Source: an optimization exercise on an open RTL-to-GDS flow (aim: small area, a short achievable clock period and few clock cycles). Production flows keep margins and buffers that such runs may drop.
At most, simulation tests tie the RTL to the original design; equivalence was not proved.
Power is estimated from default activity; no workload was simulated.

== run A ==
Design gt06_fsr, start of the top module:
module gt06_fsr (
    input  wire       clk,
    input  wire       rst,         
    input  wire       in_valid,
    input  wire [7:0] in_data,
    output wire       in_ready,
    input  wire [6:0] now_yy,
    input  wire [6:0] now_mo,
    input  wire [6:0] now_dd,
    input  wire [6:0] now_hh,
    input  wire [6:0] now_mi,
    input  wire [6:0] now_ss,
    output reg        out_valid,
    output reg  [7:0] out_data,
    output reg        out_last,
    output reg        out_rsp
);
For scale: ~4400 cells after synthesis, roughly 2400 flip-flops, about 65 I/O pins, roughly 0.060 mm2 of cells after synthesis.
Settings: LEC_CHECK=0, CAP_MARGIN=20, CORE_MARGIN=2, CORE_UTILIZATION=65, CTS_BUF_LIST=sky130_fd_sc_hd__clkbuf_8 sky130_fd_sc_hd__clkbuf_16, CTS_CLUSTER_DIAMETER=50, CTS_CLUSTER_SIZE=20, GPL_ROUTABILITY_DRIVEN=0, GPL_TIMING_DRIVEN=0, SLEW_MARGIN=20; clock period 10.0 ns.
standard.sh (not shown) runs the stock make flow with config.mk's settings and CLKGATE_MAP_FILE= SYNTH_SCRIPT=/design/flow/synth_recipe.tcl, a recipe that flattens the netlist after the stock synthesis.
==> flow/flow/run.sh <==
#!/bin/bash
# Layout flow: the standard layout (standard.sh, which runs the standard
# synthesis unchanged and the ORFS steps), with three changes to how the
# layout is optimised. The constraints (constraint.sdc) are not touched.
#  - Port buffers: buffer_ports inserts sky130_fd_sc_hd__buf_4 cells instead
#    of the default (slow) delay-buffer cell. Every port keeps its buffer.
#  - Timing repair aims for a larger setup slack than the 10 ns clock needs.
#  - Clock tree: clkbuf_16 buffers with larger sink clusters (30 sinks,
#    80 um), so fewer clock buffers; all flip-flops get the same tree.
# Tool output goes to run_standard.log here; ORFS also keeps its per-step
# logs under orfs/logs.
set -euo pipefail
export BUFFER_PORTS_ARGS="-buffer_cell sky130_fd_sc_hd__buf_4"
export SETUP_SLACK_MARGIN=6.9
export CTS_ARGS="-sink_clustering_enable -repair_clock_nets -buf_list sky130_fd_sc_hd__clkbuf_16 -sink_clustering_size 30 -sink_clustering_max_diameter 80 -sink_buffer_max_cap_derate 1.0"
bash standard.sh > run_standard.log 2>&1
Testbench counts of run A, summed over its fixed seeds: cycles 38,273.
For run B, these inputs were changed with respect to run A:
Settings: GPL_ROUTABILITY_DRIVEN removed (was 0); CORE_UTILIZATION changed from 65 to 75; GPL_TIMING_DRIVEN removed (was 0).
==> flow/flow/run.sh <==
#!/bin/bash
set -euo pipefail
export BUFFER_PORTS_ARGS="-buffer_cell sky130_fd_sc_hd__buf_4"
export SETUP_SLACK_MARGIN=6.9
export CTS_ARGS="-sink_clustering_enable -repair_clock_nets -buf_list sky130_fd_sc_hd__clkbuf_16 -sink_clustering_size 30 -sink_clustering_max_diameter 80 -sink_buffer_max_cap_derate 1.0"
bash standard.sh > run_standard.log 2>&1
Findings:
- Run B: no failed stages, no open violations at the end
- Run B — part of the cycle the worst path needs 1.6 points lower, run A as reference
- Diff run A -> run B: standby leakage power went down by 1.6%; filler-free cell count of the finished design fell about 5.5%; final instance area went down 990 um2; non-clock buffer area fraction after layout fell by 1.2 points; part of the total power dissipated in combinational logic now smaller.
- Post-layout minimum cycle time delta for run B relative to run A: 160 ps lower
Input-level comparison between run C and run B:
Settings: CORE_UTILIZATION changed from 75 to 65.
==> flow/flow/run.sh <==
#!/bin/bash
set -euo pipefail
export BUFFER_PORTS_ARGS="-buffer_cell sky130_fd_sc_hd__buf_4"
export SETUP_SLACK_MARGIN=6.9
export CTS_ARGS="-sink_clustering_enable -repair_clock_nets -buf_list {sky130_fd_sc_hd__clkbuf_8 sky130_fd_sc_hd__clkbuf_16} -root_buf sky130_fd_sc_hd__clkbuf_16 -sink_clustering_size 24 -sink_clustering_max_diameter 60 -sink_clustering_levels 1"
bash standard.sh > run_standard.log 2>&1
[summary]
Run C did not stop at any stage, and its layout met the timing, DRC and antenna checks.
[compare] base=run B new=run C: cell area rose by 3.0%, switching power rose by 9.5%.
Compared with run B, run C shows a met1 track demand over resource in global routing that is 6.7 points lower.
Diff run B -> run C | routed metal-1 wire length | up by a few percent
Layout overhead on the synthesized area: lower on run B
Taking run B as the reference, in run C final worst-path setup slack saw a decrease, total sequential power barely changed, part of the total power dissipated in combinational logic decreased 0.2 points, power picked up an extra 9.7%.
The following lists how run D was set up differently from run C:
==> flow/flow/run.sh <==
#!/bin/bash
set -euo pipefail
export BUFFER_PORTS_ARGS="-buffer_cell sky130_fd_sc_hd__buf_4"
export SETUP_SLACK_MARGIN=6.9
export CTS_ARGS="-sink_clustering_enable -repair_clock_nets -buf_list sky130_fd_sc_hd__clkbuf_16 -sink_clustering_size 30 -sink_clustering_max_diameter 80 -sink_buffer_max_cap_derate 1.0"
bash standard.sh > run_standard.log 2>&1
Findings:
Max total wirelength of the detailed-routed design across run C and run D: run C. Side by side, final core utilization turned out lower in run D than in run C. Going from run C to run D, total iterations of the first detailed-routing run grows by 1. On average via count per standard cell, the lower figure sits with run C, not run D.

== lane 1 ==
gt06_fsr, a different RTL version from the one above (not shown whole).
For scale: roughly 4700 cells after synthesis, about 65 I/O pins, roughly 0.062 mm2 of cells after synthesis.
Design gt06_fsr, start of the top module:
module gt06_fsr (
    input  wire       clk,
    input  wire       rst,         
    input  wire       in_valid,
    input  wire [7:0] in_data,
    output wire       in_ready,
    input  wire [6:0] now_yy,
    input  wire [6:0] now_mo,
    input  wire [6:0] now_dd,
    input  wire [6:0] now_hh,
    input  wire [6:0] now_mi,
    input  wire [6:0] now_ss,
    output reg        out_valid,
    output reg  [7:0] out_data,
    output reg        out_last,
    output reg        out_rsp
);
Settings: LEC_CHECK=0, CAP_MARGIN=20, CORE_MARGIN=2, CORE_UTILIZATION=60, CTS_BUF_LIST=sky130_fd_sc_hd__clkbuf_8, CTS_CLUSTER_DIAMETER=60, CTS_CLUSTER_SIZE=20, SLEW_MARGIN=20; clock period 10.0 ns.
run.sh (not shown) runs the stock make flow with config.mk's settings and CLKGATE_MAP_FILE= SYNTH_SCRIPT=/design/flow/synth_recipe.tcl, a recipe that flattens the netlist after the stock synthesis.
Stock flow here: none of the scripts above is used.
Edits applied to the flow inputs when going from lane 1 to lane 4:
diff --git a/flow/config.mk b/flow/config.mk
--- a/flow/config.mk
+++ b/flow/config.mk
@@ -10,5 +10,5 @@
 export CORE_UTILIZATION = 60
-export CTS_BUF_LIST = sky130_fd_sc_hd__clkbuf_8
+export CTS_BUF_LIST = sky130_fd_sc_hd__clkbuf_16
 export CTS_CLUSTER_DIAMETER = 60
-export CTS_CLUSTER_SIZE = 20
+export CTS_CLUSTER_SIZE = 30
 export SLEW_MARGIN = 20
==> run summary <==
- [lane 4] clock latency of the later-clocked register in the worst-skew pair fell 0.11 ns relative to lane 1
- Delta (lane 4 minus lane 1): relative contribution of the clock network to total power increased by 7.6 points relative to the old numbers, final sequential cell count closely matched the old numbers.
- Comparing lane 1 and lane 4, the higher post-route total power was measured on lane 4.
- In the metrics for lane 1 and lane 4, the one carrying the lower clock buffer count from CTS is lane 4.
- Lane 4 does worse than lane 1 on maximum resistive drop on vdd.
- Lane 4 vs. lane 1: portion of the clock cycle consumed by the worst path in the final layout went down by 1.2 points.
No functional check of the RTL was part of any run of this note.

static timing again, ports no longer ideal:
In the flow no input, the clock included, has a driving cell. The finished layouts below were timed again as built, in two steps.
Step 1: set_driving_cell puts a clkbuf_16 on clk and a buf_2 on each other input, an assumption about the parent block.
Step 2, shift: input delay + t, output delay - t, t = (earliest + latest rising clock arrival at the registers) / 2. This alone moves slack from input paths to output paths.
Three values: ideal ports, drivers, drivers and shift; two values: the first two.
run	shift t [ns]	setup slack, ns	worst setup path after step 2	slew at the worst register clock pin (ns)	pins driven straight from the clock port
run A	0.780	6.703 / 6.703 / 6.331	input to register	0.12 / 0.12	1
run B	0.756	6.860 / 6.796 / 6.675	input to register	0.12 / 0.12	1
run C	0.797	6.808 / 6.743 / 6.675	input to register	0.09 / 0.09	1
run D	0.773	6.836 / 6.768 / 6.694	input to register	0.11 / 0.11	1
lane 1	0.929	6.199 / 6.124 / 5.887	input to register	0.12 / 0.12	1
lane 4	0.822	6.318 / 6.242 / 5.879	input to register	0.11 / 0.11	1
After both steps setup and hold are still met in every run listed. For lane 4, which loses most, drivers alone change the setup slack by -0.076 ns; drivers and shift together by -0.439 ns.
